What follows belongs to an exercise in optimizing a design on an open flow for small area and a short achievable clock period; a production flow would make more cautious choices. In this exercise RTL edits were held to simulation tests only and were not proved equivalent to the original. Power is estimated from default activity; no workload was simulated.

## pwm_block
module pwm_block (
    input  wire        clk,
    input  wire        rst,
    input  wire        fast_tick,
    input  wire        slow_tick,
    input  wire        cmd_valid,
    input  wire [31:0] cmd,
    output reg         rsp_valid,
    output reg  [2:0]  rsp_err,
    output reg  [31:0] rsp_data,
    output wire [5:0]  out
);
Settings: LEC_CHECK=0, ABC_AREA=1, CAP_MARGIN=20, CORE_MARGIN=2, CORE_UTILIZATION=40, SLEW_MARGIN=20, BUFFER_PORTS_ARGS=-buffer_cell sky130_fd_sc_hd__buf_1, CTS_ARGS=-sink_clustering_enable -repair_clock_nets -dont_use_dummy_load -buf_list sky130_fd_sc_hd__clkbuf_8, SETUP_SLACK_MARGIN=7; clock period 12.0 ns.
standard.sh (not shown) runs the stock make flow with config.mk's settings and CLKGATE_MAP_FILE= SYNTH_SCRIPT=/design/flow/synth_recipe.tcl, a recipe that flattens the netlist after the stock synthesis.
==> flow/flow/run.sh <==
#!/bin/bash
# Layout flow: the standard ORFS flow (standard.sh) with these changes:
#  * synthesis is the standard synthesis script, except that ABC maps the
#    logic with the area-oriented script flow/abc.script (registers, their
#    names and cell types are untouched);
#  * ports are buffered with buf_1 cells instead of delay buffers;
#  * CTS uses the buffers in CTS_BUF_LIST without dummy loads.
# Each tool's output goes to the ORFS logs under orfs/logs and to flow_*.log here.
set -euo pipefail
W=$(pwd)
F=$W/flow

# synthesis script: synth_recipe.tcl sourcing a copy of ORFS synth.tcl whose
# abc call uses our script
sed "s#^  log_cmd abc {\*}\$abc_args#  log_cmd abc -script $F/abc.script {*}[lrange \$abc_args 2 end]#" \
    "$FLOW_HOME/scripts/synth.tcl" > "$W/my_synth.tcl"
grep -q "abc -script $F/abc.script" "$W/my_synth.tcl"
sed "s#source \$::env(SCRIPTS_DIR)/synth.tcl#source $W/my_synth.tcl#" "$W/synth_recipe.tcl" > "$W/my_synth_recipe.tcl"
grep -q "source $W/my_synth.tcl" "$W/my_synth_recipe.tcl"

cat "$F/extra.mk" >> "$W/config.mk"

sed "s#SYNTH_SCRIPT=[^ ]*synth_recipe.tcl#SYNTH_SCRIPT=$W/my_synth_recipe.tcl#" "$W/standard.sh" > "$W/my_standard.sh"
grep -q "SYNTH_SCRIPT=$W/my_synth_recipe.tcl" "$W/my_standard.sh"

bash "$W/my_standard.sh" > "$W/flow_make.log" 2>&1
==> flow/flow/abc.script <==
strash
&get -n
&dch
&nf
&dch
&nf
&put
==> flow/flow/extra.mk <==
export BUFFER_PORTS_ARGS = -buffer_cell sky130_fd_sc_hd__buf_1
export CTS_ARGS = -sink_clustering_enable -repair_clock_nets -dont_use_dummy_load -buf_list sky130_fd_sc_hd__clkbuf_8
export SETUP_SLACK_MARGIN = 7
The first run went through all stages and came out clean.
Then changed:
==> flow/flow/abc.script (replaced) <==
strash
&get -n
&dch
&nf
&put
- TNS_END_PERCENT: default -> 0
After rerunning:
- routed wire length shrinks by 0.47%
- fmax is higher by 0.80%
- first-iteration DRC count came out lower by 4.2%
- critical path depth drops by 1
- combinational power shrinks by 16%
- setup slack improved by 40 ps
- power falls by 0.65%
- via count increases by 1.1%
- non-clock buffer count fell by 31
- clock skew barely changes
Then changed:
==> flow/flow/abc.script (replaced) <==
strash
&get -n
&dch
&put
dch
map
topo
- TNS_END_PERCENT: 0 -> default
Worst setup slack gets worse by 4.6 ps.
Clock skew hardly moves.
Register-to-register slack gets better by 300 ps.
Design area rises by 9.6%.
Wire length rises by 6.4%.
Area after synthesis rises by 2.4%.
Fmax is about the same.
Hold slack gets worse by 34 ps.
Count of clock-buffer cells in the layout is unchanged.
Cell count rises by 20%.
Then changed:
==> flow/flow/abc.script (replaced) <==
strash
&get -n
&dch
&nf
&put
- CORE_UTILIZATION: 40 -> 60
Worst setup slack got worse by 16 ps; synthesized area drops by a few percent; routed wire length drops by a few percent; via count drops by a few percent; cell count drops by about a fifth; maximum frequency drops slightly; design area drops by a few percent; critical path depth drops by 12; non-clock buffer count drops by 48; global-route usage climbs by 10 points; die area drops by a quarter to a third.

-- port drivers added, routing unchanged --
Ports are ideal in the flow. The routed layouts listed here were re-timed in OpenROAD.
Step 1: set_driving_cell puts a clkbuf_16 on clk and a buf_2 on each other input, an assumption about the parent block.
Step 2 adds t to the input delays and takes it off the output delays; t is the mean of the earliest and latest rising clock arrival at the registers after step 1. Input paths then give back, and output paths get back, about the clock's delay inside the block.
Three values: ideal, step 1, step 2; two values: the first two.
run	t (ns)	setup slack, ns	pins driven straight from the clock port
the first run	0.481	6.977 / 6.992 / 6.511	1
the second run	0.488	7.017 / 7.026 / 6.538	1
the third run	0.483	7.012 / 7.004 / 6.520	1
the fourth run	0.479	6.996 / 7.009 / 6.530	1
After both steps every run listed still meets setup and hold. For the third run, which loses most, drivers alone change the setup slack by -0.008 ns; drivers and shift together by -0.492 ns.
